From an optimization exercise on the open Yosys and OpenROAD flow, aimed at small area, a short achievable clock period and few clock cycles; shortcuts taken in it are not production practice.
RTL that was checked went through simulation tests only; none was proved equivalent to the original.
Only the layout flow was run in runs 1 to 5; the RTL was not checked for function there.
Power figures rest on the tool's default switching activity, not on a simulated workload.

### design.v
module esbf (
    input  wire       clk,
    input  wire       rst,         
    input  wire       in_valid,
    output wire       in_ready,
    input  wire [7:0] in_data,
    input  wire       in_last,
    output wire       out_valid,
    input  wire       out_ready,
    output wire [7:0] out_data,
    output wire       out_last
);
    localparam RL = 37;                  
    localparam [3:0] O_ILL   = 4'd0;
    localparam [3:0] O_INIT  = 4'd1;
    localparam [3:0] O_LOAD  = 4'd2;
    localparam [3:0] O_UPDB  = 4'd3;
    localparam [3:0] O_UPDN  = 4'd4;
    localparam [3:0] O_CREAD = 4'd5;
    localparam [3:0] O_BUILD = 4'd6;
    localparam [3:0] O_CHECK = 4'd7;
    localparam [3:0] O_FREAD = 4'd8;
    localparam [3:0] O_INFO  = 4'd9;
    localparam [1:0] K_CRC   = 2'd1;
    localparam [1:0] K_FRAME = 2'd2;
    localparam [1:0] K_INFO  = 2'd3;
    localparam [3:0] R_ST    = 4'd15;    
    function [15:0] step1;
        input [15:0] c;
        begin
            step1 = {c[14:0], 1'b0} ^ (c[15] ? 16'h1021 : 16'h0000);
        end
    endfunction
    function [15:0] step8;
        input [15:0] c;
        integer i;
        reg [15:0] t;
        begin
            t = c;
            for (i = 0; i < 8; i = i + 1)
                t = {t[14:0], 1'b0} ^ (t[15] ? 16'h1021 : 16'h0000);
            step8 = t;
        end
    endfunction
    function [5:0] inc37;
        input [5:0] x;
        begin
            inc37 = (x == RL - 1) ? 6'd0 : x + 6'd1;
        end
    endfunction
    reg [15:0] crc_r;
    reg        held;                     
    reg [1:0]  fstat;
    reg [2:0]  alen_a;
    reg [5:0]  plen_a;
    reg        c2_a;                     
    reg [7:0]  chan_a;
    reg [15:0] cw;                       
    reg        pre;                      
    reg [8*RL-1:0] ring;
    reg        ir;                       
    reg        ie;                       
    reg [2:0]  ac;                       
    reg [3:0]  opc;
    reg [7:0]  rem_a, rem_p;             
    reg        aok, pok, cok;
    reg        fdone;                    
    reg [1:0]  post;                     
    reg [5:0]  wq;                       
    reg        sv, sl;
    reg [7:0]  sd;
    reg        s_dat, s_first, s_lastd, s_rxh, s_rxl;
    reg [1:0]  s_tap;
    reg        tr;                       
    reg        mh, ml;                   
    reg        pend;                     
    reg        busy;                     
    reg [5:0]  p0;                       
    reg        ov, ol;
    reg [7:0]  od;
    reg [1:0]  rk;                       
    reg [3:0]  ri;                       
    reg [2:0]  rs;                       
    reg [5:0]  dc;
    reg        rdp;                      
    reg [5:0]  rp;                       
    wire acc   = in_valid & ir;
    wire opB   = (opc == O_BUILD);
    wire opC   = (opc == O_CHECK);
    wire dsec  = (opB & (ac == 3'd7)) | (opC & (ac >= 3'd4));
    wire remnz = (rem_a != 8'd0) | (rem_p != 8'd0);
    wire okdat = aok & (pok | opC);
    wire dat   = dsec & remnz & okdat;
    wire first = dat & ~fdone;
    wire lastd = dat & (((rem_a == 8'd1) & (rem_p == 8'd0)) |
                        ((rem_a == 8'd0) & (rem_p == 8'd1)));
    wire rxh   = opC & (ac >= 3'd4) & ~remnz & (post == 2'd0);
    wire rxl   = opC & (ac >= 3'd4) & ~remnz & (post == 2'd1);
    wire [5:0] nB = {3'd0, alen_a} + plen_a;
    wire [1:0] w0 = opC ? ~alen_a[1:0] :
                    ((nB == 6'd37) ? 2'd0 : (2'd0 - nB[1:0]));
    wire [5:0] wq1 = inc37(wq);
    wire       x0  = ~(dat & fdone) | (wq1[5:2] == 4'd0);
    reg [3:0] dec_op;
    always @(*) begin
        case (in_data)
            8'h01: dec_op = O_INIT;
            8'h02: dec_op = O_LOAD;
            8'h03: dec_op = O_UPDB;
            8'h04: dec_op = O_UPDN;
            8'h05: dec_op = O_CREAD;
            8'h10: dec_op = O_BUILD;
            8'h11: dec_op = O_CHECK;
            8'h12: dec_op = O_FREAD;
            8'h13: dec_op = O_INFO;
            default: dec_op = O_ILL;
        endcase
    end
    wire [15:0] cwf  = tr ? step1(cw) : cw;
    wire        ml_n = (sv & s_rxl) ? (sd == cwf[7:0]) : ml;
    wire        gidle = (ri == 4'd0);
    wire        exe  = ((sv & sl) | pend) & gidle;
    reg  [2:0] x_st;         
    reg  [1:0] x_kind;       
    always @(*) begin
        x_st   = 3'd0;
        x_kind = 2'd0;
        case (opc)
            O_INIT, O_CREAD:
                if (ac == 3'd1) x_kind = K_CRC; else x_st = 3'd4;
            O_LOAD, O_UPDN:
                if (ac == 3'd3) x_kind = K_CRC; else x_st = 3'd4;
            O_UPDB:
                if (ac == 3'd2) x_kind = K_CRC; else x_st = 3'd4;
            O_BUILD:
                if ((ac != 3'd7) | remnz) x_st = 3'd1;
                else if (~(aok & pok & cok)) x_st = 3'd2;
                else x_kind = K_FRAME;
            O_CHECK:
                if (ac < 3'd3) x_st = 3'd4;
                else if (post != 2'd2) x_st = 3'd1;
                else if (~(aok & cok)) x_st = 3'd2;
                else if (~(mh & ml_n)) x_st = 3'd3;
                else x_kind = K_FRAME;
            O_FREAD:
                if (ac == 3'd1) x_kind = held ? K_FRAME : 2'd0; else x_st = 3'd4;
            O_INFO:
                if (ac == 3'd1) x_kind = K_INFO; else x_st = 3'd4;
            default: x_st = 3'd4;
        endcase
    end
    wire        x_upd  = exe & (((opc == O_UPDB) & (ac == 3'd2)) |
                                ((opc == O_UPDN) & (ac == 3'd3)));
    wire        e_on   = x_upd | busy;
    wire [15:0] e_c    = crc_r ^ {(x_upd ? rem_p : 8'd0), 8'd0};
    wire        e_ge8  = (rem_a[7:3] != 5'd0);
    wire        e_nz   = (rem_a != 8'd0);
    wire [15:0] e_r    = e_ge8 ? step8(e_c) : (e_nz ? step1(e_c) : e_c);
    wire [7:0]  e_left = e_ge8 ? rem_a - 8'd8 : (e_nz ? rem_a - 8'd1 : 8'd0);
    wire        busy_n = e_on & (e_left != 8'd0);
    wire       free   = ~ov | out_ready;
    wire       algn   = (rp[1:0] == 2'd0);
    wire [7:0] tap    = ring[8*{rp[5:2], 2'b00} +: 8];
    reg  [7:0] info_b;
    always @(*) begin
        case (ri)
            4'd1: info_b = {6'd0, fstat};
            4'd2: info_b = held ? {5'd0, alen_a} : 8'd0;
            4'd3: info_b = held ? {2'd0, plen_a} : 8'd0;
            4'd4: info_b = held ? {6'd0, c2_a, ~c2_a} : 8'd0;
            4'd5: info_b = held ? chan_a : 8'd0;
            4'd6: info_b = held ? cw[15:8] : 8'd0;
            4'd7: info_b = held ? cw[7:0] : 8'd0;
            4'd9: info_b = held ? {2'd0, nB + 6'd3} : 8'd0;
            default: info_b = 8'd0;
        endcase
    end
    reg  [7:0] g_d;
    reg        g_v, g_l, g_ld;
    reg  [3:0] g_ri;
    always @(*) begin
        g_d = 8'd0; g_v = 1'b1; g_l = 1'b0; g_ld = 1'b0;
        g_ri = ri + 4'd1;
        if (ri == R_ST) begin
            g_d  = {5'd0, rs};
            g_l  = (rk == 2'd0);
            g_ri = 4'd1;
        end else case (rk)
            K_CRC: begin
                g_d = (ri == 4'd1) ? crc_r[15:8] : crc_r[7:0];
                g_v = ~busy;
                g_l = (ri == 4'd2);
                if (busy) g_ri = ri;
            end
            K_INFO: begin
                g_d = info_b;
                g_l = (ri == 4'd9);
            end
            default: begin  
                case (ri)
                    4'd1: g_d = pre ? 8'haa : 8'h55;
                    4'd2: begin
                        g_d  = tap;
                        g_v  = algn;
                        g_ld = algn;
                        g_ri = (algn && dc == 6'd1) ? 4'd3 : 4'd2;
                    end
                    4'd3: g_d = cw[15:8];
                    default: begin g_d = cw[7:0]; g_l = 1'b1; end
                endcase
            end
        endcase
        if (g_v & g_l) g_ri = 4'd0;
    end
    reg  [3:0] ri_n;
    reg  [1:0] rk_n;
    always @(*) begin
        ri_n = ri;
        rk_n = rk;
        if (exe) begin
            rk_n = x_kind;
            if (free) ri_n = (x_kind == 2'd0) ? 4'd0 : 4'd1;
            else      ri_n = R_ST;
        end else if (free & ~gidle)
            ri_n = g_ri;
    end
    wire       ie_set = (exe | busy) & ~busy_n;
    wire       ie_n   = (ie & ~(acc & in_last)) | ie_set;
    wire [2:0] ac_n   = exe ? 3'd0 : ((acc & (ac != 3'd7)) ? ac + 3'd1 : ac);
    wire       dsec_n = (opB & (ac_n == 3'd7)) | (opC & (ac_n >= 3'd4));
    wire       gbusy_n = (ri_n != 4'd0);
    wire       info_n = gbusy_n & (rk_n == K_INFO);
    wire       ir_n   = ie_n & (acc | x0) & ~(dsec_n & gbusy_n) &
                        ~((ac_n != 3'd0) & info_n);
    wire [5:0] p0_n = (sv & s_dat & s_first) ? {4'd0, s_tap} : inc37(p0);
    always @(posedge clk) begin
        ring <= {ring[8*RL-9:0], ring[8*RL-1 -: 8]};
        if (sv & s_dat) begin
            case (s_tap)
                2'd0: ring[7:0]   <= sd;
                2'd1: ring[15:8]  <= sd;
                2'd2: ring[23:16] <= sd;
                2'd3: ring[31:24] <= sd;
            endcase
        end
        if (sv & s_dat)
            cw <= step8((s_first ? 16'hffff : cw) ^ {sd, 8'h00});
        else if (tr)
            cw <= step1(cw);
        if (sv & s_dat & s_first)
            pre <= sd[7];
        if (sv & s_rxh)
            mh <= (sd == cwf[15:8]);
        if (sv & s_rxl)
            ml <= (sd == cwf[7:0]);
        p0 <= p0_n;
        if (rdp)
            rp <= (free & g_ld) ? rp : inc37(rp);
        else
            rp <= p0_n;
        if (acc) begin
            sd      <= in_data;
            sl      <= in_last;
            s_dat   <= dat;
            s_first <= first;
            s_lastd <= lastd;
            s_rxh   <= rxh;
            s_rxl   <= rxl;
            s_tap   <= first ? w0 : wq[1:0];
        end
        wq <= (acc & dat) ? (first ? {4'd0, w0} : wq) : wq1;
        ac <= ac_n;
        if (acc) begin
            case (ac)
                3'd0: opc <= dec_op;
                3'd1: begin
                    rem_p <= in_data;
                    rem_a <= 8'd8;               
                    if (opB) chan_a <= in_data;
                end
                3'd2: begin
                    if (opC) begin
                        rem_a  <= 8'd11;
                        alen_a <= rem_p[2:0];
                        aok    <= (rem_p >= 8'd1) & (rem_p <= 8'd5);
                        cok    <= (in_data == 8'd1) | (in_data == 8'd2);
                        c2_a   <= (in_data == 8'd2);
                        plen_a <= 6'd11;
                        chan_a <= 8'd0;
                    end else begin
                        rem_a  <= in_data;
                        if (opB) begin
                            alen_a <= in_data[2:0];
                            aok    <= (in_data >= 8'd1) & (in_data <= 8'd5);
                        end
                    end
                end
                3'd3: if (opB) begin
                    rem_p  <= in_data;
                    plen_a <= in_data[5:0];
                    pok    <= (in_data <= 8'd32);
                end
                3'd6: if (opB) begin
                    cok  <= (in_data == 8'd1) | (in_data == 8'd2);
                    c2_a <= (in_data == 8'd2);
                end
                default: ;
            endcase
            if (dsec & remnz) begin
                if (rem_a != 8'd0) rem_a <= rem_a - 8'd1;
                else               rem_p <= rem_p - 8'd1;
            end
            if (dat) fdone <= 1'b1;
            if (opC & (ac >= 3'd4) & ~remnz & (post != 2'd2))
                post <= post + 2'd1;
        end
        if (e_on) begin
            crc_r <= e_r;
            rem_a <= e_left;
        end
        busy <= busy_n;
        sv   <= acc;
        tr   <= sv & s_dat & s_lastd;
        if (sv & sl & ~gidle) pend <= 1'b1;
        if (exe) begin
            pend  <= 1'b0;
            fdone <= 1'b0;
            post  <= 2'd0;
            case (opc)
                O_INIT:  if (ac == 3'd1) crc_r <= 16'hffff;
                O_LOAD:  if (ac == 3'd3) crc_r <= {rem_p, rem_a};
                O_BUILD: begin
                    fstat <= x_st[1:0];
                    held  <= (x_kind == K_FRAME);
                end
                O_CHECK: if (ac >= 3'd3) begin
                    fstat <= x_st[1:0];
                    held  <= (x_kind == K_FRAME);
                end
                default: ;
            endcase
        end
        ri <= ri_n;
        rk <= rk_n;
        if (exe) begin
            rs  <= x_st;
            dc  <= nB;
            rdp <= 1'b0;
            if (free) begin
                od <= {5'd0, x_st};
                ov <= 1'b1;
                ol <= (x_kind == 2'd0);
            end
        end else if (free) begin
            if (~gidle) begin
                ov <= g_v;
                if (g_v) begin
                    od <= g_d;
                    ol <= g_l;
                end
                if (g_ld) dc <= dc - 6'd1;
                if (rk == K_FRAME)
                    rdp <= (g_ri == 4'd2);
            end else
                ov <= 1'b0;
        end
        ie <= ie_n;
        ir <= ir_n;
        if (rst) begin
            crc_r <= 16'hffff;
            held  <= 1'b0;
            fstat <= 2'd0;
            ir    <= 1'b1;
            ie    <= 1'b1;
            ac    <= 3'd0;
            fdone <= 1'b0;
            post  <= 2'd0;
            sv    <= 1'b0;
            tr    <= 1'b0;
            pend  <= 1'b0;
            busy  <= 1'b0;
            ov    <= 1'b0;
            ol    <= 1'b0;
            ri    <= 4'd0;
            rdp   <= 1'b0;
        end
    end
    assign in_ready  = ir;
    assign out_valid = ov;
    assign out_data  = od;
    assign out_last  = ol;
endmodule
### run.sh
#!/bin/bash
# synth_recipe.tcl (not shown) runs the flow's synth.tcl, then flattens the netlist and writes it again
# the make line also repeats each setting of config.mk as NAME=value (left out here)
make -C /OpenROAD-flow-scripts/flow DESIGN_CONFIG=/design/flow/config.mk WORK_HOME=/design/flow/orfs CLKGATE_MAP_FILE= SYNTH_SCRIPT=/design/flow/synth_recipe.tcl finish
### config.mk
export PLATFORM = sky130hd
export DESIGN_NAME = esbf
export DESIGN_NICKNAME = esbf
export VERILOG_FILES = /design/flow/design.v
export SDC_FILE = /design/flow/constraint.sdc
export NUM_CORES = 4
export LEC_CHECK = 0
export CAP_MARGIN = 20
export CORE_MARGIN = 2
export CORE_UTILIZATION = 30
export PLACE_DENSITY = 0.45
export SLEW_MARGIN = 20
### constraint.sdc
create_clock -name core_clock -period 9.0 [get_ports {clk}]
set_input_delay 1.8000 -clock core_clock [delete_from_list [all_inputs] [get_ports {clk}]]
set_output_delay 1.8000 -clock core_clock [all_outputs]
set_load 0.01 [all_outputs]
==> impl_metrics.json, run 1 <==
{
  "cts.sinks": 447,
  "ys_seq_elements": 447,
  "post-cts-setup-buffers": 0,
  "fin_setup_tns_ns": 0,
  "setup_ws_ns": 5.245,
  "max_clock_freq_mhz": 266.3,
  "cts_hold_buf": 0,
  "leakagePower_nw": 7.372,
  "fin_crit_sh_pct": 41.72,
  "critPathMaxStageDelay_ns": 0.54,
  "syn_area_um2": 17440,
  "grt_pass1_vias": 11550,
  "std_cell_rows": 88,
  "n_antenna_cell": 0,
  "yosysSeqAreaShare_pct": 56.37,
  "slew_violations": 0,
  "portBuffers": 23,
  "crit_start": "in_valid",
  "gp_congestion": 0.8668,
  "criticalPathCategory": "in2reg",
  "antenna_found_initial": 0,
  "p_int_mw": 3.939,
  "wl_per_cell_um": 18.87,
  "die_w_um": 245.1,
  "area_growth_pct": 14.27,
  "vdd_drop_max_mv": 0.1637,
  "track_usage_pct": 15.18,
  "mostFrequentLayoutCells": "dfxtp_1 (359), nand2_1 (140), nor2_1 (113)",
  "ant_nets": 0,
  "clkPwrFrac_pct": 35.2,
  "rsz0062_at_grt": "false",
  "seqPwrFrac_pct": 46.5,
  "cts_resized": 0,
  "dpl.hpwl_um": 31200,
  "place_ws_ns": 4.638,
  "grt_max_degree": 42,
  "final_common_cell": "dfxtp_1",
  "syn_area_per_cell_um2": 10.82,
  "tightest_slew_ns": 1.004,
  "ctsRootBufferMaster": "clkbuf_16",
  "yosys.cell_types.count": 88,
  "switchingPower_mw": 1.700,
  "netlist_instances": 1611,
  "cp_data_arrival_time_ns": 4.20,
  "crit_fanout": 9,
  "power_density_nw_per_um2": 283.0,
  "drt_iter0_drc": 949,
  "io_pins": 24,
  "hold_violations": 0,
  "gr-total-overflow": 0,
  "swShare_pct": 30.14,
  "cts_buffers": 48,
  "required_ns": 9.45,
  "clk_pin_slew_ns": 0.06,
  "busiest_layer": "met2",
  "synth_edf_count": 88,
  "status": "complete, no violations",
  "yosysWarnings": 1,
  "gr-usage-met2_pct": 23.36,
  "cp-start-kind": "input port",
  "core_um2": 57590,
  "critical_path.slowest_cell": "o41ai_1",
  "die-area_um2": 60070,
  "nets": 1638,
  "avgViaCountPerCell": 4.887,
  "finClkSkew_ns": 0.01457,
  "combPwrFrac_pct": 18.3,
  "grt_pass1_wl_um": 71020,
  "met1_usage_pct": 21.33,
  "postSynthNetCount": 1656,
  "setup_viol": 0,
  "crit_path_end_kind": "flip-flop",
  "r2r_start": "ac[0]",
  "yosys_most_used_dff": "dfxtp_1",
  "period_needed_ns": 3.755,
  "clkLatencyLatePin_ns": 0.59,
  "cts_buffer_depth": 3,
  "start_util_pct": 30.28,
  "worstHoldStart": "ring[114]",
  "cts_tree": "done",
  "htreeDepth": 2,
  "cp_cell_sequence": "clkdlybuf4s50_1 -> nand2_1 -> nor2_1 -> a21oi_1 -> a21oi_1 -> nor2_1 -> o41ai_1 -> nor3b_1 -> a2111oi_2",
  "die_y_um": 245.1,
  "drive_above_1_share_pct": 11.40,
  "use_met3_pct": 2.373,
  "drc_errors": 0,
  "max_cap_viol_count": 0,
  "fin_util_pct": 34.60,
  "hold_path_class": "reg2reg",
  "dr.pass1.iters": 7,
  "slew_headroom_pct": 32.79,
  "synth-async-reset-ratio_pct": 0,
  "wirelength_um": 45230,
  "num_vias": 11720
}
cell usage after synthesis, types with 14 or more instances:
| cell type | count | area, um2 |
|---|---|---|
| dfxtp_1 | 359 | 7187 |
| nand2_1 | 140 | 525.5 |
| nor2_1 | 113 | 424.2 |
| edfxtp_1 | 88 | 2643 |
| a21oi_1 | 79 | 395.4 |
| o21ai_0 | 74 | 370.4 |
| clkbuf_1 | 73 | 274.0 |
| xnor2_1 | 64 | 560.5 |
| mux2_2 | 47 | 529.3 |
| xor2_1 | 47 | 411.6 |
| inv_1 | 38 | 142.6 |
| nor3_1 | 35 | 175.2 |
| nand3_1 | 32 | 160.2 |
| ha_1 | 31 | 387.9 |
| a22oi_1 | 27 | 202.7 |
| buf_2 | 24 | 120.1 |
| mux2i_1 | 24 | 240.2 |
| and3_1 | 21 | 131.4 |
| and2_1 | 18 | 112.6 |
| a211oi_1 | 16 | 120.1 |
| mux4_2 | 16 | 360.4 |
| nand2b_1 | 16 | 100.1 |
| nor4_1 | 14 | 87.58 |
per-stage QoR:
step | instances | hold WS (ns) | cell area (um2) | power, mW
after detailed placement | 2308 | 0.3121 | 18290 | 3.692
final | 2397 | 0.3145 | 19930 | 5.639
after global routing | 2397 | 0.3166 | 19930 | 5.933
after global placement | 2308 | 0.3097 | 18290 | 3.685
after CTS | 2397 | 0.3142 | 19920 | 5.710
after floorplan | 1611 | 0.3096 | 17440 | 3.327
metal layers:
metal / vias up / wire (um)
met5: - / 0
met4: 0 / 1411
met3: 78 / 2229
met2: 302 / 20040
met1: 5661 / 21550
li1: 5674 / -
registers in the layout (all words and copies together) (netlist names), 3 cells and up:
signal  count
od          8
dc          6
rp          6
opc         4
wq          6
rem_a       8
crc_r      16
ri          4
sd          8
ring      296
chan_a      8
alen_a      3
cw         16
ac          3
rs          3
p0          6
rem_p       8
plen_a      6
worst paths after layout:
check | endpoint | slack [ns] | depth (start not counted)
max | ir | 5.25 | 9
min reg2reg | ring[122] | 0.31 | 0
min | ring[122] | 0.31 | 0
max reg2reg | crc_r[4] | 5.32 | 9
cell type report:
class	count	area [um2]
tap	765	957.2
clock buffer	67	1346
sequential	447	9829
clock inverter	22	280.3
fill	5725	37660
multi-input combinational	1016	7004
inverter	40	150.1
timing repair buffer	40	357.8
kinds of logic (layout without fill, tap and decap cells):
family | Yosys count | after routing | share of synthesized area (%)
AO/OA/AOI/OAI | 324 | 324 | 12.21
adder cells (fa/ha/maj) | 33 | 33 | 2.397
AND/OR/NAND/NOR | 457 | 457 | 13.11
multiplexers | 87 | 87 | 6.480
buffers and inverters | 148 | 169 | 3.487
flip-flops | 447 | 447 | 56.37
XOR/XNOR | 115 | 115 | 5.949
worst max-delay path, delay by kind of cell:
family / cells / cell delay, ns
AOI/OAI and AO/OA: 4 / 0.91
buffers and inverters: 1 / 0.46
and+or+nand+nor: 4 / 1.03
power by group through the flow:
stage          sequential [mW]  clock [mW]  combinational (mW)
2_1_floorplan             2.46           0               0.865
3_3_place_gp              2.66           0                1.03
3_5_place_dp              2.66           0                1.04
4_1_cts                   2.62        2.05                1.04
5_1_grt                   2.65        2.13                1.15
6_report                  2.62        1.99                1.03
==> run 2, diff against run 1 <==
--- a/config.mk
+++ b/config.mk
@@ -7,6 +7,8 @@
 export LEC_CHECK = 0
+export ABC_CLOCK_PERIOD_IN_PS = 3000
 export CAP_MARGIN = 20
 export CORE_MARGIN = 2
-export CORE_UTILIZATION = 30
-export PLACE_DENSITY = 0.45
+export CORE_UTILIZATION = 50
+export PLACE_DENSITY = 0.6
+export SETUP_SLACK_MARGIN = 5
 export SLEW_MARGIN = 20
==> run 2 against run 1 <==
Compared with the run above:
- sequential share of layout area rose by 1.0 points
- via count rose by 1.5%
- cell area decreased by 2.0%
- die area is 39% lower
- highest routed layer unchanged
==> impl_metrics.json, run 2 <==
{
  "largest_registers": "ring (296), crc_r (16), cw (16)",
  "grt_pass1_vias": 11410,
  "cts_buffers": 46,
  "rsz0062_at_grt": "false",
  "wirelength_um": 41520,
  "grt_max_degree": 42,
  "die_w_um": 190.7,
  "cts_tree": "done",
  "num_vias": 11890,
  "synth_compound_area_share_pct": 12.21,
  "grt_pass1_wl_um": 65810,
  "fin_util_pct": 56.67,
  "ant_nets": 0,
  "synthAdderAreaFrac_pct": 2.397,
  "yosys.area_share.simple_pct": 13.11,
  "postSynthNetCount": 1656,
  "gr-total-overflow": 0,
  "crit_path_end_kind": "flip-flop",
  "core_um2": 34460,
  "dpl.hpwl_um": 28540,
  "synth_top_area_share_pct": 41.22,
  "netlist_instances": 1611,
  "power_density_nw_per_um2": 288.4,
  "cts_hold_buf": 0,
  "synthMuxAreaShare_pct": 6.480,
  "synth-async-reset-ratio_pct": 0,
  "track_usage_pct": 23.36,
  "syn_area_um2": 17440,
  "wl_per_cell_um": 19.95,
  "ctsRootBufferMaster": "clkbuf_16",
  "io_pins": 24,
  "hold_violations": 0,
  "leakagePower_nw": 7.366,
  "mostFrequentLayoutCells": "dfxtp_1 (359), nand2_1 (140), nor2_1 (113)",
  "r2r_start": "ac[0]",
  "start_util_pct": 50.60,
  "status": "complete, no violations",
  "yosysWarnings": 1,
  "syn_area_per_cell_um2": 10.82,
  "r2r_setup_slack_ns": 5.29,
  "fin_setup_tns_ns": 0,
  "dr.pass1.iters": 9,
  "avgViaCountPerCell": 5.712,
  "regMostFlops": "ring",
  "r2r_cells": 9,
  "synth_edf_count": 88,
  "synth_top_family_by_area": "simple AND/OR/NAND/NOR gates",
  "synthTopCellsByCount": "dfxtp_1 (359), nand2_1 (140), nor2_1 (113), edfxtp_1 (88), a21oi_1 (79)",
  "final_common_cell": "dfxtp_1",
  "max_clock_freq_mhz": 260.2,
  "yosysTopAreaCell": "dfxtp_1",
  "period_needed_ns": 3.843,
  "nets": 1633,
  "crit_start": "in_valid",
  "slew_violations": 0,
  "yosysSeqAreaShare_pct": 56.37,
  "cts.sinks": 447,
  "cp_data_arrival_time_ns": 4.26,
  "largest_register_ffs": 296,
  "required_ns": 9.42,
  "die_y_um": 190.7,
  "vdd_drop_max_mv": 0.2060,
  "slew_headroom_pct": 37.25,
  "tightest_slew_ns": 0.9341,
  "cts_buffer_depth": 3,
  "drive_above_1_share_pct": 11.38,
  "yosys_most_used_dff": "dfxtp_1",
  "critical_path.endpoint": "ir",
  "htreeDepth": 2,
  "finClkSkew_ns": 0.02377,
  "rr_endpoint": "crc_r[4]",
  "drt_iter0_drc": 991,
  "die-area_um2": 36380,
  "setup_viol": 0,
  "fin_crit_sh_pct": 42.70,
  "cp-start-kind": "input port",
  "criticalPathCategory": "in2reg",
  "crit_fanout": 9,
  "drc_errors": 0,
  "antenna_found_initial": 0,
  "area_growth_pct": 11.98,
  "synth.most_common_cell": "dfxtp_1",
  "ys_seq_elements": 447,
  "n_antenna_cell": 0,
  "clkLatencyLatePin_ns": 0.58,
  "gp_congestion": 0.9450,
  "clk_pin_slew_ns": 0.06,
  "max_cap_viol_count": 0,
  "synth_xor_area_share_pct": 5.949,
  "synth_area_leaders": "dfxtp_1 (41%), edfxtp_1 (15%), xnor2_1 (3.2%), mux2_2 (3.0%), nand2_1 (3.0%)",
  "portBuffers": 23,
  "yosys.cell_types.count": 88,
  "hold_path_class": "reg2reg",
  "std_cell_rows": 68
}
## run 2: cell counts after synthesis
Identical to the previous run, type by type.
## run 2: how the worst min path moves through the flow
stage / endpoint / slack (ns) / cells past startpoint / start
after floorplan: ring[100] / 0.31 / 0 / ring[92]
after global placement: ring[222] / 0.31 / 0 / ring[214]
after detailed placement: ring[39] / 0.31 / 0 / ring[31]
after CTS: ring[194] / 0.32 / 0 / ring[186]
after global routing: ring[188] / 0.33 / 0 / ring[180]
final: ring[261] / 0.32 / 0 / ring[253]
## run 2: per-stage QoR
| step | cell area, um2 | setup slack [ns] | instances | total power [mW] | hold WS (ns) |
|---|---|---|---|---|---|
| floorplan | 17440 | 5.391 | 1611 | 3.327 | 0.3096 |
| global placement | 17890 | 4.627 | 1995 | 3.645 | 0.3097 |
| detailed placement | 17890 | 4.495 | 1995 | 3.662 | 0.3121 |
| CTS | 19520 | 5.077 | 2081 | 5.675 | 0.3233 |
| global route | 19530 | 5.042 | 2081 | 5.900 | 0.3273 |
| finish | 19530 | 5.157 | 2081 | 5.632 | 0.3197 |
## run 2: final cells by class
type | instances | area, um2
clock buffers | 60 | 1296
inverters | 40 | 150.1
repair buffers | 37 | 335.3
flip-flops and latches | 447 | 9829
fillers | 2953 | 14930
well taps | 455 | 569.3
multi-input cells | 1016 | 7012
clock inverters | 26 | 334.1
## run 2: cell families after synthesis
| family | count (synthesis) |
|---|---|
| compound gates | 324 |
| xor+xnor | 115 |
| fa+ha+maj | 33 |
| buf+inv | 148 |
| flops | 447 |
| mux | 87 |
| simple gates | 457 |
## run 2: what timing repair did
action,4_1_cts,5_1_grt
setup buffers,0,0
endpoints found under the setup margin,0,1
gates resized for setup,0,1
## run 2: where the power goes
| group | internal [mW] | total [mW] | leakage [nW] | switching, mW |
|---|---|---|---|---|
| sequential | 2.32 | 2.60 | 3.78 | 0.284 |
| combinational | 0.470 | 1.03 | 2.78 | 0.561 |
| clock | 1.20 | 2.00 | 0.806 | 0.797 |
## run 2: layer usage
| layer | GRT usage (%) | wire [um] | vias to the layer above |
|---|---|---|---|
| li1 | - | - | 5680 |
| met1 | 34.06 | 19730 | 5714 |
| met2 | 35.48 | 18030 | 404 |
| met3 | 3.791 | 2467 | 89 |
| met4 | 7.335 | 1292 | 0 |
| met5 | 0 | 0 | - |
## run 2: worst max-delay path, stage by stage
cell and delay (ns):
clkdlybuf4s50_1 0.46, nand2_1 0.27, nor2_1 0.44, a21oi_1 0.12, a21oi_1 0.14, nor2_1 0.08, o41ai_2 0.54, nor3b_1 0.33
a2111oi_2 0.09
==> run 3, diff against run 2 <==
==> flow/run.sh (new file) <==
#!/bin/bash
set -euo pipefail
bash standard.sh SETUP_SLACK_MARGIN=6.3 "BUFFER_PORTS_ARGS=-buffer_cell sky130_fd_sc_hd__buf_4" finish > standard.log 2>&1
==> standard.sh (new file) <==
#!/bin/bash
# synth_recipe.tcl (not shown) runs the flow's synth.tcl, then flattens the netlist and writes it again
# the make line also repeats each setting of config.mk as NAME=value (left out here)
make -C /OpenROAD-flow-scripts/flow DESIGN_CONFIG=/design/flow/config.mk WORK_HOME=/design/flow/orfs CLKGATE_MAP_FILE= SYNTH_SCRIPT=/design/flow/synth_recipe.tcl "${@:-finish}"
--- a/config.mk
+++ b/config.mk
@@ -7,3 +7,2 @@
 export LEC_CHECK = 0
-export ABC_CLOCK_PERIOD_IN_PS = 3000
 export CAP_MARGIN = 20
@@ -12,3 +11,2 @@
 export PLACE_DENSITY = 0.6
-export SETUP_SLACK_MARGIN = 5
 export SLEW_MARGIN = 20
removed: run.sh
==> run 3 against run 2 <==
Compared with the run above:
- cell area up 4.4%
- via count increased by 1.8%
- still clean
- synthesized area is the same
- total power grew 0.38%
- die area stayed put
- highest routed layer is now met5
- worst setup slack gained 0.96 ns
- sequential share of layout area decreased by 2.0 points
==> impl_metrics.json, run 3 <==
{
  "r2r_start": "alen_a[0]",
  "clkLatencyLatePin_ns": 0.58,
  "grt_max_degree": 32,
  "die-area_um2": 36380,
  "leakagePower_nw": 7.683,
  "synth_area_leaders": "dfxtp_1 (41%), edfxtp_1 (15%), xnor2_1 (3.2%), mux2_2 (3.0%), nand2_1 (3.0%)",
  "synthTopCellsByCount": "dfxtp_1 (359), nand2_1 (140), nor2_1 (113), edfxtp_1 (88), a21oi_1 (79)",
  "rr_endpoint": "wq[1]",
  "grt_pass1_wl_um": 67820,
  "slew_violations": 0,
  "hold_slack_ns": 0.3205,
  "cp_cell_sequence": "buf_6",
  "core_um2": 34460,
  "tightest_slew_ns": 0.8888,
  "fin_util_pct": 59.15,
  "setup_viol": 0,
  "gr-total-overflow": 0,
  "regMostFlops": "ring",
  "drive_above_1_share_pct": 20.24,
  "r2r_setup_slack_ns": 6.32,
  "ys_seq_elements": 447,
  "drc_errors": 0,
  "synth_top_area_share_pct": 41.22,
  "required_ns": 7.20,
  "yosys.cell_types.count": 88,
  "max_clock_freq_mhz": 347.0,
  "synth.most_common_cell": "dfxtp_1",
  "critPathMaxStageDelay_ns": 0.38,
  "yosysTopAreaCell": "dfxtp_1",
  "hold_path_class": "reg2reg",
  "yosys_most_used_dff": "dfxtp_1",
  "drt_iter0_drc": 996,
  "path_buf_inv": 1,
  "ant_nets": 0,
  "wirelength_um": 43800,
  "avgViaCountPerCell": 5.681,
  "syn_area_per_cell_um2": 10.82,
  "crit_fanout": 1,
  "track_usage_pct": 24.31,
  "cts_buffers": 45,
  "gp_congestion": 0.9095,
  "netlist_instances": 1611,
  "status": "complete, no violations",
  "cts_tree": "done",
  "die_y_um": 190.7,
  "p_total_mw": 5.653,
  "die_w_um": 190.7,
  "yosysWarnings": 1,
  "io_pins": 24,
  "max_cap_viol_count": 0,
  "num_vias": 12100,
  "cts.sinks": 447,
  "cp-start-kind": "flip-flop",
  "finClkSkew_ns": 0.02267,
  "portBuffers": 23,
  "period_needed_ns": 2.882,
  "critPathTopFamily": "flip-flops",
  "r2r_cells": 10,
  "nets": 1686,
  "cts_buffer_depth": 3,
  "cp_data_arrival_time_ns": 1.08,
  "start_util_pct": 50.60,
  "hold_violations": 0,
  "cp_num_cells": 1,
  "dr.pass1.iters": 7,
  "vdd_drop_max_mv": 0.2756,
  "synth_edf_count": 88,
  "ctsRootBufferMaster": "clkbuf_16",
  "largest_registers": "ring (296), crc_r (16), cw (16)",
  "htreeDepth": 2,
  "num-fill-cells": 2908,
  "fin_crit_sh_pct": 32.02,
  "antenna_found_initial": 3,
  "rsz0062_at_grt": "true",
  "syn_area_um2": 17440,
  "crit_path_end_kind": "output pin",
  "power_density_nw_per_um2": 277.4,
  "mostFrequentLayoutCells": "dfxtp_1 (348), nand2_1 (134), nor2_1 (100)",
  "dpl.hpwl_um": 29090,
  "final_common_cell": "dfxtp_1",
  "std_cell_rows": 68,
  "synth-async-reset-ratio_pct": 0,
  "clk_pin_slew_ns": 0.06,
  "critical_path.endpoint": "out_data[2]",
  "criticalPathCategory": "reg2out",
  "grt_pass1_vias": 11660,
  "postSynthNetCount": 1656,
  "slew_headroom_pct": 40.29,
  "crit_start": "od[2]",
  "fin_setup_tns_ns": 0,
  "area_growth_pct": 16.88,
  "yosysSeqAreaShare_pct": 56.37,
  "n_antenna_cell": 0,
  "wl_per_cell_um": 20.56,
  "critical_path.slowest_cell": "edfxtp_1",
  "largest_register_ffs": 296
}
## run 3: cell counts after synthesis
Identical to the previous run, type by type.
## run 3: metrics by stage
step                      std cells  instance area [um2]  setup slack, ns
after floorplan                1611                17540            5.942
after global placement         1992                17910            5.445
after detailed placement       1992                17910            5.449
final                          2130                20380            6.118
after global routing           2130                20380            6.075
after CTS                      2105                19980            6.093
## run 3: cell type report
class	instances	area, um2	area share (%)
tap	455	569.3	2.793
clock buffer	62	1303	6.391
multi-input combinational	1016	7522	36.91
clock inverter	19	230.2	1.130
sequential	447	9851	48.33
inverter	40	162.7	0.7981
timing repair buffer	90	738.2	3.622
timing repair inverter	1	5.005	0.02456
## run 3: timing repair
action	CTS	global route
buffers inserted	30	25
pin swaps	8	13
hold buffers	0	0
cloned	2	0
gates resized for setup	80	50
endpoints found under the setup margin	113	57
## run 3: metal layers
layer / GRT usage [%] / vias up / wire length, um
li1: - / 5772 / -
met1: 34.69 / 5815 / 20360
met2: 36.45 / 415 / 19400
met3: 4.325 / 92 / 2610
met4: 9.958 / 6 / 1394
met5: 0 / - / 40
## run 3: power breakdown
part	switching (mW)	total, mW	internal, mW
sequential	0.271	2.59	2.32
clock	0.782	1.89	1.11
combinational	0.633	1.17	0.535
total	1.69	5.65	3.97
## run 3: cells by family after synthesis
kind of cell / Yosys count / share of synthesized area [%]
compound gates: 324 / 12.21
xor+xnor: 115 / 5.949
fa+ha+maj: 33 / 2.397
buf+inv: 148 / 3.487
flops: 447 / 56.37
mux: 87 / 6.480
simple gates: 457 / 13.11
## run 3: worst min-delay path by stage
stage                         start  cells after the start   endpoint  slack, ns
final                     ring[107]                      0  ring[115]       0.32
after detailed placement  ring[156]                      0  ring[164]       0.31
after global placement    ring[124]                      0  ring[132]       0.31
after floorplan            ring[92]                      0  ring[100]       0.31
after global routing      ring[284]                      0  ring[292]       0.32
after CTS                 ring[243]                      0  ring[251]       0.32
==> run 4, diff against run 3 <==
--- a/design.v
+++ b/design.v
@@ -59,2 +59,4 @@
     reg        pre;                      
+    reg [15:0] ca;                       
+    reg        pren;                     
     reg [8*RL-1:0] ring;
@@ -118,3 +120,6 @@
     end
-    wire [15:0] cwf  = tr ? step1(cw) : cw;
+    wire [15:0] cwf  = tr ? step1(ca) : ca;
+    wire [15:0] ca_d = step8((s_first ? 16'hffff : ca) ^ {sd, 8'h00});
+    wire [15:0] ca_fin = (sv & s_dat) ? step1(ca_d) : cwf;
+    wire        pre_fin = (sv & s_dat & s_first) ? sd[7] : pren;
     wire        ml_n = (sv & s_rxl) ? (sd == cwf[7:0]) : ml;
@@ -230,6 +235,12 @@
     wire       dsec_n = (opB & (ac_n == 3'd7)) | (opC & (ac_n >= 3'd4));
-    wire       gbusy_n = (ri_n != 4'd0);
-    wire       info_n = gbusy_n & (rk_n == K_INFO);
-    wire       ir_n   = ie_n & (acc | x0) & ~(dsec_n & gbusy_n) &
-                        ~((ac_n != 3'd0) & info_n);
+    wire [5:0] w_now  = fdone ? wq : {4'd0, w0};
+    wire [6:0] dd     = {1'b0, rp} + 7'd1 - {1'b0, w_now};
+    wire [5:0] dgap   = dd[6] ? dd[5:0] + 6'd37 :
+                        ((dd[5:0] >= 6'd37) ? dd[5:0] - 6'd37 : dd[5:0]);
+    wire       dsafe  = gidle | (rk != K_FRAME) | (ri == 4'd3) | (ri == 4'd4) |
+                        ((ri == 4'd2) & (dgap <= 6'd34) &
+                         ({1'b0, dgap} >= {1'b0, dc} + 7'd2));
+    wire       info_a = ~gidle & (rk == K_INFO);
+    wire       ir_n   = ie_n & (acc | x0) & ~(dsec_n & ~dsafe) &
+                        ~((ac_n != 3'd0) & info_a);
     wire [5:0] p0_n = (sv & s_dat & s_first) ? {4'd0, s_tap} : inc37(p0);
@@ -246,7 +257,7 @@
         if (sv & s_dat)
-            cw <= step8((s_first ? 16'hffff : cw) ^ {sd, 8'h00});
+            ca <= ca_d;
         else if (tr)
-            cw <= step1(cw);
+            ca <= step1(ca);
         if (sv & s_dat & s_first)
-            pre <= sd[7];
+            pren <= sd[7];
         if (sv & s_rxh)
@@ -331,9 +342,9 @@
                 O_LOAD:  if (ac == 3'd3) crc_r <= {rem_p, rem_a};
-                O_BUILD: begin
-                    fstat <= x_st[1:0];
-                    held  <= (x_kind == K_FRAME);
-                end
-                O_CHECK: if (ac >= 3'd3) begin
+                O_BUILD, O_CHECK: if ((opc == O_BUILD) | (ac >= 3'd3)) begin
                     fstat <= x_st[1:0];
                     held  <= (x_kind == K_FRAME);
+                    if (x_kind == K_FRAME) begin
+                        cw  <= ca_fin;
+                        pre <= pre_fin;
+                    end
                 end
==> run 4 against run 3 <==
Compared with the run above:
- count of clock-buffer cells in the layout down 2
- die area up 7.2%
- synthesized area up 7.3%
==> impl_metrics.json, run 4 <==
{
  "clkLatencyLatePin_ns": 0.61,
  "yosys_most_used_dff": "dfxtp_1",
  "crit_fanout": 4,
  "ctsRootBufferMaster": "clkbuf_16",
  "max_cap_viol_count": 0,
  "cts_buffer_depth": 3,
  "io_pins": 24,
  "die-area_um2": 38990,
  "power_density_nw_per_um2": 315.7,
  "rsz0062_at_grt": "true",
  "dpl.hpwl_um": 33190,
  "core_um2": 36700,
  "critPathTopFamily": "compound AO/OA/AOI/OAI gates",
  "dr.pass1.iters": 6,
  "hold_slack_ns": 0.3106,
  "worstHoldStart": "ring[90]",
  "status": "complete, no violations",
  "drive_above_1_share_pct": 21.20,
  "criticalPathCategory": "reg2reg",
  "setup_viol": 0,
  "fin_crit_sh_pct": 59.67,
  "synth_area_leaders": "dfxtp_1 (38%), edfxtp_1 (17%), ha_1 (3.5%), nand2_1 (3.1%), xnor2_1 (3.0%)",
  "rr_endpoint": "ir",
  "largest_register_ffs": 296,
  "required_ns": 9.46,
  "netlist_instances": 1736,
  "final_common_cell": "dfxtp_1",
  "grt_pass1_wl_um": 75960,
  "ant_nets": 0,
  "r2r_setup_slack_ns": 3.63,
  "period_needed_ns": 5.370,
  "synth.most_common_cell": "dfxtp_1",
  "tightest_slew_ns": 0.8696,
  "hold_path_class": "reg2reg",
  "synth_edf_count": 106,
  "slew_headroom_pct": 41.71,
  "ys_seq_elements": 464,
  "htreeDepth": 2,
  "antenna_found_initial": 0,
  "regMostFlops": "ring",
  "hold_depth": 0,
  "critical_path.slowest_cell": "edfxtp_1",
  "mostFrequentLayoutCells": "dfxtp_1 (347), nand2_1 (146), nor2_1 (129)",
  "wirelength_um": 49050,
  "finClkSkew_ns": 0.03352,
  "cts_tree": "done",
  "n_antenna_cell": 0,
  "synth-async-reset-ratio_pct": 0,
  "synth_top_area_share_pct": 38.30,
  "avgViaCountPerCell": 5.791,
  "num_vias": 13370,
  "cts.sinks": 464,
  "cts_buffers": 47,
  "start_util_pct": 50.99,
  "die_y_um": 197.5,
  "syn_area_um2": 18710,
  "track_usage_pct": 25.48,
  "drc_errors": 0,
  "r2r_start": "alen_a[0]",
  "nets": 1869,
  "die_w_um": 197.5,
  "cp-start-kind": "flip-flop",
  "yosys.cell_types.count": 86,
  "path_buf_inv": 1,
  "leakagePower_nw": 8.468,
  "syn_area_per_cell_um2": 10.78,
  "grt_max_degree": 36,
  "r2r_cells": 27,
  "max_clock_freq_mhz": 186.2,
  "grt_pass1_vias": 12940,
  "clk_pin_slew_ns": 0.06,
  "wl_per_cell_um": 21.25,
  "yosysWarnings": 1,
  "yosysTopAreaCell": "dfxtp_1",
  "hold_violations": 0,
  "p_total_mw": 7.022,
  "cts_hold_buf": 0,
  "slew_violations": 0,
  "vdd_drop_max_mv": 0.1592,
  "cp_data_arrival_time_ns": 5.83,
  "postSynthNetCount": 1804,
  "drt_iter0_drc": 1015,
  "crit_path_end_kind": "flip-flop",
  "critPathMaxStageDelay_ns": 0.42,
  "fin_setup_tns_ns": 0,
  "synthTopCellsByCount": "dfxtp_1 (358), nand2_1 (157), nor2_1 (137), edfxtp_1 (106), o21ai_0 (88)",
  "std_cell_rows": 70,
  "holdPathEnd": "ring[98]",
  "portBuffers": 23,
  "gp_congestion": 0.9149,
  "area_growth_pct": 18.87,
  "gr-total-overflow": 0,
  "yosysSeqAreaShare_pct": 55.31
}
run 4: changes by cell type after synthesis, sizes merged, moves of 7 or more:
cell    delta
nor2      +23
ha        +22
edfxtp    +18
nand2     +16
nor2b     +15
and2      +13
a211oi    -10
and3      -10
buf        -9
nand3      +9
a31oi      +7
o211ai     +7
o22ai      -7
run 4: where the power goes:
group / switching (mW) / total (mW) / internal (mW)
Combinational: 1.23 / 2.31 / 1.08
Clock: 0.861 / 1.99 / 1.13
Sequential: 0.267 / 2.72 / 2.45
run 4: area by class of cell:
class | instances | area, um2
Fill cell | 3016 | 14460
Sequential cell | 464 | 10370
Multi-Input combinational cell | 1134 | 8534
Clock buffer | 60 | 1336
Timing Repair Buffer | 107 | 953.4
Tap cell | 468 | 585.6
Clock inverter | 28 | 270.3
Inverter | 46 | 183.9
Timing Repair inverter | 1 | 5.005
run 4: logic make-up (layout without fill, tap and decap cells):
group,count (synthesis),count (layout),synth area share (%)
compound gates,345,346,12.08
xor+xnor,124,124,6.179
fa+ha+maj,55,55,3.758
buf+inv,139,242,3.056
flops,464,464,55.31
mux,88,88,6.085
simple gates,521,521,13.53
run 4: worst max-delay path by stage:
stage          slack (ns)  cells after the start       from  end
5_1_grt              3.39                     27  alen_a[0]   ir
2_1_floorplan        3.91                     27  alen_a[0]   ir
6_report             3.63                     27  alen_a[0]   ir
3_3_place_gp         3.36                     27  alen_a[0]   ir
3_5_place_dp         3.30                     26  alen_a[0]   ir
4_1_cts              3.66                     27  alen_a[0]   ir
run 4: per-stage QoR:
| stage | worst slack [ns] | area (um2) | instances | utilization (%) |
|---|---|---|---|---|
| final | 3.630 | 22240 | 2308 | 60.61 |
| after floorplan | 3.907 | 18890 | 1736 | - |
| after global routing | 3.385 | 22240 | 2308 | 60.61 |
| after CTS | 3.660 | 21670 | 2272 | 59.04 |
| after global placement | 3.356 | 19320 | 2144 | 52.65 |
| after detailed placement | 3.297 | 19320 | 2144 | 52.65 |
run 4: worst reg2reg max path, cell delays in order, from the launching register on:
cell	delay (ns)
edfxtp_1	0.42
ha_2	0.21
fa_2	0.39
a21oi_2	0.15
nor2b_2	0.06
xnor2_2	0.16
nand4_1	0.12
o21ai_2	0.20
o22ai_2	0.10
nor2_1	0.12
a21oi_1	0.06
ha_1	0.29
inv_1	0.04
ha_2	0.17
fa_2	0.40
a21o_1	0.21
a21oi_4	0.23
xor2_4	0.23
o21ai_4	0.09
xnor2_2	0.14
ha_1	0.29
nand2b_1	0.14
a21o_1	0.15
a21o_1	0.18
a21oi_2	0.15
a21oi_1	0.08
o41ai_1	0.38
a21oi_1	0.07
run 4: repair_timing:
item / in CTS / in global routing
gates resized for setup: 104 / 65
endpoints found under the setup margin: 164 / 83
pin swaps: 34 / 36
cloned: 3 / 0
setup buffers: 37 / 36
run 4: routing by layer:
metal,GRT usage (%),part of all wire [%]
met1,35.37,46
met2,40.23,45
met3,3.773,5.6
met4,10.03,3.6
met5,0,0
==> run 5, diff against run 4 <==
--- a/design.v
+++ b/design.v
@@ -61,2 +61,3 @@
     reg        pren;                     
+    reg        cpend;                    
     reg [8*RL-1:0] ring;
@@ -101,4 +102,5 @@
     wire [5:0] nB = {3'd0, alen_a} + plen_a;
-    wire [1:0] w0 = opC ? ~alen_a[1:0] :
-                    ((nB == 6'd37) ? 2'd0 : (2'd0 - nB[1:0]));
+    reg  [1:0] w0;
+    always @(posedge clk)
+        w0 <= opC ? ~alen_a[1:0] : ((nB == 6'd37) ? 2'd0 : (2'd0 - nB[1:0]));
     wire [5:0] wq1 = inc37(wq);
@@ -122,3 +124,2 @@
     wire [15:0] ca_d = step8((s_first ? 16'hffff : ca) ^ {sd, 8'h00});
-    wire [15:0] ca_fin = (sv & s_dat) ? step1(ca_d) : cwf;
     wire        pre_fin = (sv & s_dat & s_first) ? sd[7] : pren;
@@ -156,4 +157,5 @@
     end
-    wire        x_upd  = exe & (((opc == O_UPDB) & (ac == 3'd2)) |
-                                ((opc == O_UPDN) & (ac == 3'd3)));
+    wire        updf   = ((opc == O_UPDB) & (ac == 3'd2)) |
+                         ((opc == O_UPDN) & (ac == 3'd3));
+    wire        x_upd  = exe & updf;
     wire        e_on   = x_upd | busy;
@@ -164,3 +166,3 @@
     wire [7:0]  e_left = e_ge8 ? rem_a - 8'd8 : (e_nz ? rem_a - 8'd1 : 8'd0);
-    wire        busy_n = e_on & (e_left != 8'd0);
+    wire        busy_n = e_on & (rem_a != 8'd0) & (rem_a != 8'd1) & (rem_a != 8'd8);
     wire       free   = ~ov | out_ready;
@@ -235,3 +237,3 @@
     wire       dsec_n = (opB & (ac_n == 3'd7)) | (opC & (ac_n >= 3'd4));
-    wire [5:0] w_now  = fdone ? wq : {4'd0, w0};
+    wire [5:0] w_now  = fdone ? wq : 6'd0;
     wire [6:0] dd     = {1'b0, rp} + 7'd1 - {1'b0, w_now};
@@ -239,5 +241,8 @@
                         ((dd[5:0] >= 6'd37) ? dd[5:0] - 6'd37 : dd[5:0]);
+    reg        gsafe;
+    always @(posedge clk)
+        gsafe <= (ri == 4'd2) & (dgap <= 6'd33) &
+                 ({1'b0, dgap} >= {1'b0, dc} + (fdone ? 7'd2 : 7'd5));
     wire       dsafe  = gidle | (rk != K_FRAME) | (ri == 4'd3) | (ri == 4'd4) |
-                        ((ri == 4'd2) & (dgap <= 6'd34) &
-                         ({1'b0, dgap} >= {1'b0, dc} + 7'd2));
+                        ((ri == 4'd2) & gsafe);
     wire       info_a = ~gidle & (rk == K_INFO);
@@ -262,2 +267,6 @@
             pren <= sd[7];
+        if (cpend & ~tr & ~(sv & s_dat)) begin
+            cw    <= ca;
+            cpend <= 1'b0;
+        end
         if (sv & s_rxh)
@@ -346,4 +355,4 @@
                     if (x_kind == K_FRAME) begin
-                        cw  <= ca_fin;
-                        pre <= pre_fin;
+                        cpend <= 1'b1;
+                        pre   <= pre_fin;
                     end
@@ -391,2 +400,3 @@
             pend  <= 1'b0;
+            cpend <= 1'b0;
             busy  <= 1'b0;
==> run 5 against run 4 <==
Compared with the run above:
- hold slack improved by 0.0024 ns
- register-to-register slack improved by 1.8 ns
- non-clock buffer count up 16
- largest cell class unchanged
- highest routed layer unchanged
- critical path type unchanged
- wire length is 2.2% lower
==> impl_metrics.json, run 5 <==
{
  "status": "complete, no violations",
  "tightest_slew_ns": 0.8771,
  "num_vias": 13390,
  "cp_data_arrival_time_ns": 4.10,
  "ant_nets": 0,
  "clk_pin_slew_ns": 0.06,
  "slew_headroom_pct": 41.21,
  "std_cell_rows": 70,
  "gr-total-overflow": 0,
  "grt_max_degree": 28,
  "postSynthNetCount": 1768,
  "antenna_found_initial": 0,
  "finClkSkew_ns": 0.02010,
  "n_antenna_cell": 0,
  "wl_per_cell_um": 21.03,
  "p_int_mw": 4.828,
  "mostFrequentLayoutCells": "dfxtp_1 (350), nor2_1 (121), nand2_1 (115)",
  "criticalPathCategory": "reg2reg",
  "register_area_um2": 10460,
  "period_needed_ns": 3.615,
  "multi_input_area_um2": 8526,
  "synth_area_leaders": "dfxtp_1 (39%), edfxtp_1 (17%), xnor2_1 (3.7%), ha_1 (3.4%), mux2_2 (2.8%)",
  "yosysSeqAreaShare_pct": 56.11,
  "yosys_most_used_dff": "dfxtp_1",
  "num-fill-cells": 2974,
  "drc_errors": 0,
  "clkLatencyLatePin_ns": 0.59,
  "max_cap_viol_count": 0,
  "synth-async-reset-ratio_pct": 0,
  "combPwrFrac_pct": 34.0,
  "synth_top_area_share_pct": 38.98,
  "path_buf_inv": 0,
  "netlist_instances": 1701,
  "drt_iter0_drc": 991,
  "cts_hold_buf": 0,
  "critical_path.slowest_cell": "edfxtp_1",
  "seqPwrFrac_pct": 37.8,
  "nets": 1844,
  "grt_pass1_vias": 12820,
  "yosys.cell_types.count": 82,
  "cts_buffers": 46,
  "wirelength_um": 47960,
  "syn_area_per_cell_um2": 10.93,
  "track_usage_pct": 24.54,
  "avgViaCountPerCell": 5.873,
  "critPathMaxStageDelay_ns": 0.46,
  "fin_crit_sh_pct": 40.16,
  "yosysWarnings": 1,
  "synth_edf_count": 106,
  "io_pins": 24,
  "drive_above_1_share_pct": 24.01,
  "regMostFlops": "ring",
  "swShare_pct": 33.54,
  "cp-start-kind": "flip-flop",
  "gp_congestion": 0.9186,
  "rsz0062_at_grt": "true",
  "dpl.hpwl_um": 31360,
  "area_growth_pct": 21.07,
  "final_common_cell": "dfxtp_1",
  "portBuffers": 23,
  "synthTopCellsByCount": "dfxtp_1 (362), nor2_1 (133), nand2_1 (123), edfxtp_1 (106), a21oi_1 (81)",
  "hold_path_class": "reg2reg",
  "ys_seq_elements": 468,
  "core_um2": 36610,
  "critPathTopFamily": "adder cells",
  "htreeDepth": 2,
  "syn_area_um2": 18590,
  "clkPwrFrac_pct": 28.2,
  "grt_pass1_wl_um": 73520,
  "synth.most_common_cell": "dfxtp_1",
  "cts.sinks": 468,
  "power_density_nw_per_um2": 322.8,
  "yosysTopAreaCell": "dfxtp_1",
  "cp_cell_sequence": "ha_1 -> ha_2 -> or3b_2 -> o211ai_1 -> or3_4 -> nand3b_1 -> nand3_2 -> xnor2_2 -> ha_1 -> nand2_1 -> nand2_1 -> nand2_2 -> a2111oi_4 -> o221ai_2 -> a211oi_2",
  "slew_violations": 0,
  "start_util_pct": 50.78,
  "cts_buffer_depth": 3,
  "largest_register_ffs": 296,
  "cts_tree": "done",
  "crit_fanout": 4,
  "vdd_drop_max_mv": 0.1730,
  "crit_path_end_kind": "flip-flop",
  "dr.pass1.iters": 6,
  "switchingPower_mw": 2.437,
  "fin_util_pct": 61.47,
  "leakagePower_nw": 8.463,
  "die_w_um": 196.8,
  "die_y_um": 196.8,
  "fin_setup_tns_ns": 0,
  "required_ns": 9.49,
  "max_clock_freq_mhz": 276.6,
  "hold_violations": 0,
  "setup_viol": 0,
  "die-area_um2": 38740,
  "ctsRootBufferMaster": "clkbuf_16"
}
[run 5: changes by cell type in the layout (fill, tap and decap cells not counted), moves of 6 or more]
cell      delta
nor2_2       +7
ha_4         +7
buf_4       +15
nand2_1     -31
a221oi_1     -6
ha_1        -11
o22ai_1     +15
o21ai_0     -11
nor2_1       -8
a31oi_1      -9
xnor2_1     +11
and2_1      -14
clkbuf_8     -6
o31a_1       -6
[run 5: cells by family after synthesis]
| group | after synthesis | share of synthesized area (%) |
|---|---|---|
| DFF | 468 | 56.11 |
| and+or+nand+nor | 462 | 11.95 |
| AOI/OAI and AO/OA | 347 | 12.30 |
| buffers and inverters | 147 | 3.190 |
| xor gates and xnor gates | 126 | 6.078 |
| muxes | 97 | 6.616 |
| adders and majority gates | 54 | 3.756 |
[run 5: final cells by class]
cell class	count	share of cell area (%)
Timing Repair inverter	2	0.05560
Tap cell	468	2.602
Clock buffer	54	5.571
Clock inverter	29	1.662
Timing Repair Buffer	123	4.854
Multi-Input combinational cell	1087	37.88
Inverter	49	0.8840
Sequential cell	468	46.49
[run 5: through the flow]
step,area (um2),instances,power [mW],hold WS [ns],setup WS (ns)
4_1_cts,21780,2244,7.045,0.3203,5.293
2_1_floorplan,18830,1701,4.179,0.3096,5.421
5_1_grt,22510,2280,7.642,0.3205,5.164
6_report,22510,2280,7.265,0.3130,5.385
3_5_place_dp,19230,2105,4.667,0.3121,4.811
3_3_place_gp,19230,2105,4.636,0.3098,4.898
[run 5: path summary, 6_finish.rpt]
check                 start         to  slack (ns)  cells after the start
setup / recovery      rp[5]      gsafe        5.39                     15
hold / removal    ring[119]  ring[127]        0.31                      0
setup reg to reg      rp[5]      gsafe        5.39                     15
hold reg to reg   ring[119]  ring[127]        0.31                      0
[run 5: power by group through the flow]
| stage | Sequential (mW) | Clock, mW | Combinational [mW] |
|---|---|---|---|
| global placement | 2.79 | 0 | 1.85 |
| detailed placement | 2.80 | 0 | 1.87 |
| global route | 2.78 | 2.16 | 2.70 |
| finish | 2.74 | 2.05 | 2.47 |
| floorplan | 2.64 | 0 | 1.54 |
| CTS | 2.74 | 2.08 | 2.22 |
[run 5: repair_timing]
item	in CTS	in global routing
setup buffers	52	35
cloned	4	1
setup endpoints to repair	134	55
resized for setup	106	95
pin swaps	23	40
[run 5: metal layers]
layer  share of wire [%]  global-route usage, %
met3                 7.9                  4.004
met5                   0                      0
met4                 2.8                  8.354
met2                  44                  38.16
met1                  45                  34.93
==> run 6, diff against run 5 <==
--- a/design.v
+++ b/design.v
@@ -237,10 +237,5 @@
     wire       dsec_n = (opB & (ac_n == 3'd7)) | (opC & (ac_n >= 3'd4));
-    wire [5:0] w_now  = fdone ? wq : 6'd0;
-    wire [6:0] dd     = {1'b0, rp} + 7'd1 - {1'b0, w_now};
-    wire [5:0] dgap   = dd[6] ? dd[5:0] + 6'd37 :
-                        ((dd[5:0] >= 6'd37) ? dd[5:0] - 6'd37 : dd[5:0]);
     reg        gsafe;
     always @(posedge clk)
-        gsafe <= (ri == 4'd2) & (dgap <= 6'd33) &
-                 ({1'b0, dgap} >= {1'b0, dc} + (fdone ? 7'd2 : 7'd5));
+        gsafe <= (ri == 4'd2) & (rp <= 6'd32) & ({1'b0, rp} >= {1'b0, dc} + 7'd2);
     wire       dsafe  = gidle | (rk != K_FRAME) | (ri == 4'd3) | (ri == 4'd4) |
==> run 6 against run 5 <==
Compared with the run above:
- still clean on timing, DRC and antenna
- register-to-register slack gained 0.91 ns
- first-iteration DRC count grew 16%
- sequential power is essentially flat
- die area shrank 1.4%
- clock skew grew 0.0094 ns
- total power shrank 17%
- global-route usage grew 1.2 points
- worst setup slack gained 0.65 ns
- clock power shrank 7%
- critical endpoint is now out_data[0]
==> impl_metrics.json, run 6 <==
{
  "synth_edf_count": 106,
  "gr-total-overflow": 0,
  "critPathTopFamily": "flip-flops",
  "ctsRootBufferMaster": "clkbuf_16",
  "gp_congestion": 0.9672,
  "hold_slack_ns": 0.3186,
  "setup_ws_ns": 6.032,
  "yosysSeqAreaShare_pct": 56.90,
  "die_y_um": 195.5,
  "grt_pass1_vias": 12640,
  "cts.sinks": 468,
  "worstHoldStart": "ring[268]",
  "ant_nets": 0,
  "postSynthNetCount": 1708,
  "mostFrequentLayoutCells": "dfxtp_1 (353), nor2_1 (114), nand2_1 (110)",
  "grt_pass1_wl_um": 75510,
  "ys_seq_elements": 468,
  "max_clock_freq_mhz": 336.9,
  "crit_fanout": 1,
  "critical_path.endpoint": "out_data[0]",
  "cts_hold_buf": 0,
  "path_buf_inv": 1,
  "cp-start-kind": "flip-flop",
  "grt_max_degree": 31,
  "drc_errors": 0,
  "nets": 1767,
  "regMostFlops": "ring",
  "syn_area_per_cell_um2": 11.08,
  "hold_path_class": "reg2reg",
  "rr_endpoint": "od[2]",
  "avgViaCountPerCell": 5.935,
  "std_cell_rows": 70,
  "track_usage_pct": 25.73,
  "wirelength_um": 49450,
  "leakagePower_nw": 8.155,
  "synth-async-reset-ratio_pct": 0,
  "wl_per_cell_um": 22.26,
  "final_common_cell": "dfxtp_1",
  "clk_pin_slew_ns": 0.06,
  "cp_num_cells": 1,
  "die-area_um2": 38200,
  "vdd_drop_max_mv": 0.1602,
  "slew_violations": 0,
  "r2r_setup_slack_ns": 6.30,
  "portBuffers": 23,
  "max_cap_viol_count": 0,
  "start_util_pct": 50.43,
  "critPathMaxStageDelay_ns": 0.44,
  "synth.most_common_cell": "dfxtp_1",
  "required_ns": 7.20,
  "cp_data_arrival_time_ns": 1.17,
  "largest_register_ffs": 296,
  "crit_path_end_kind": "output pin",
  "core_um2": 36350,
  "cts_buffers": 47,
  "slew_headroom_pct": 29.98,
  "yosys_most_used_dff": "dfxtp_1",
  "drive_above_1_share_pct": 21.31,
  "fin_setup_tns_ns": 0,
  "critical_path.slowest_cell": "edfxtp_1",
  "antenna_found_initial": 2,
  "syn_area_um2": 18330,
  "num_vias": 13180,
  "netlist_instances": 1654,
  "fin_crit_sh_pct": 32.98,
  "synth_area_leaders": "dfxtp_1 (40%), edfxtp_1 (17%), xnor2_1 (3.1%), ha_1 (2.7%), mux2_2 (2.7%)",
  "criticalPathCategory": "reg2out",
  "r2r_cells": 9,
  "synthTopCellsByCount": "dfxtp_1 (362), nor2_1 (128), nand2_1 (119), edfxtp_1 (106), a21oi_1 (88)",
  "status": "complete, no violations",
  "cp_cell_sequence": "buf_6",
  "tightest_slew_ns": 1.045,
  "die_w_um": 195.5,
  "area_growth_pct": 17.43,
  "clkLatencyLatePin_ns": 0.59,
  "synth_top_area_share_pct": 39.54,
  "cts_buffer_depth": 3,
  "crit_start": "od[0]",
  "yosysWarnings": 1,
  "dpl.hpwl_um": 33650,
  "yosysTopAreaCell": "dfxtp_1",
  "drt_iter0_drc": 1150,
  "period_needed_ns": 2.968,
  "hold_violations": 0,
  "r2r_start": "plen_a[0]",
  "htreeDepth": 2,
  "dr.pass1.iters": 8,
  "cts_tree": "done",
  "io_pins": 24,
  "num-fill-cells": 3019,
  "rsz0062_at_grt": "true",
  "yosys.cell_types.count": 94,
  "finClkSkew_ns": 0.02951,
  "place_ws_ns": 5.570,
  "setup_viol": 0,
  "power_density_nw_per_um2": 281.5
}
run 6: routing by layer:
metal | share of wire [%] | up-vias | global-route usage, % | wire, um
li1 | - | 6063 | - | -
met1 | 45 | 6473 | 36.55 | 22380
met5 | 0 | - | 0 | 0
met3 | 7.0 | 120 | 4.594 | 3480
met4 | 3.5 | 0 | 9.924 | 1714
met2 | 44 | 526 | 39.23 | 21870
run 6: layout make-up:
cell class / instances / area (um2) / share of cell area [%]
Antenna cell: 3 / 7.507 / 0.03488
Clock buffer: 70 / 1416 / 6.581
Clock inverter: 16 / 102.6 / 0.4767
Inverter: 42 / 171.4 / 0.7964
Multi-Input combinational cell: 1043 / 7806 / 36.27
Sequential cell: 468 / 10450 / 48.54
Tap cell: 468 / 585.6 / 2.721
Timing Repair Buffer: 110 / 982.2 / 4.563
Timing Repair inverter: 1 / 5.005 / 0.02325
run 6: through the flow:
stage	utilization (%)	cells	total power, mW	area [um2]
global placement	51.79	2051	3.981	18830
global route	59.20	2219	6.346	21520
detailed placement	51.81	2052	4.000	18830
CTS	57.41	2170	5.994	20870
finish	59.22	2221	6.059	21520
floorplan	-	1654	3.603	18440
run 6: how the worst min path moves through the flow:
stage / to / cells past startpoint
finish: ring[276] / 0
global route: ring[276] / 0
CTS: ring[276] / 0
detailed placement: ring[164] / 0
global placement: ring[57] / 0
floorplan: ring[100] / 0
run 6: kinds of logic after synthesis:
logic type / after synthesis / synth area share, %
flops: 468 / 56.90
compound gates: 343 / 12.72
fa+ha+maj: 41 / 2.840
xor+xnor: 123 / 5.959
mux: 86 / 6.089
simple gates: 449 / 12.23
buf+inv: 144 / 3.256
run 6: power by group:
| part | leakage, nW | internal [mW] | switching [mW] |
|---|---|---|---|
| sequential | 3.97 | 2.46 | 0.264 |
| clock | 0.763 | 1.09 | 0.805 |
| combinational | 3.42 | 0.646 | 0.793 |
| total | 8.16 | 4.20 | 1.86 |
run 6: worst reg2reg max path, stage by stage (launching register included):
cell	delay, ns
edfxtp_1	0.44
ha_2	0.23
fa_1	0.53
inv_2	0.06
ha_2	0.20
xor2_2	0.19
a221oi_2	0.26
nor2_1	0.10
o32ai_2	0.30
o21ai_2	0.10
run 6: timing repair:
item	in CTS	in global routing
cloned	0	3
gates resized for setup	75	56
endpoints found under the setup margin	102	86
setup buffers	32	45
pin swaps	16	18
Testbench counts of run 6, summed over its fixed seeds: cycles 22,202.

## static timing again, ports no longer ideal
The results above use ideal ports. As a check the final layouts listed here were re-extracted and re-timed, cells and wires unchanged. Step 1: set_driving_cell puts a clkbuf_16 on clk and a buf_2 on each other input, an assumption about the parent block. Step 2, shift: input delay + t, output delay - t, t = (earliest + latest rising clock arrival at the registers) / 2. This alone moves slack from input paths to output paths. a / b / c = ideal / step 1 / step 2; a / b = the first two.
| run | t, ns | setup slack, ns | worst setup path after step 2 |
|---|---|---|---|
| run 1 | 0.647 | 5.245 / 5.288 / 4.640 | input to register |
| run 2 | 0.627 | 5.157 / 5.188 / 4.561 | input to register |
| run 3 | 0.625 | 6.118 / 6.065 / 5.791 | input to register |
| run 4 | 0.642 | 3.630 / 3.630 / 3.630 | register to register |
| run 5 | 0.633 | 5.385 / 5.385 / 5.385 | register to register |
| run 6 | 0.633 | 6.032 / 5.976 / 5.750 | input to register |
After both steps every run listed still meets setup and hold. For run 1, which loses most, drivers alone change the setup slack by +0.043 ns; drivers and shift together by -0.605 ns.
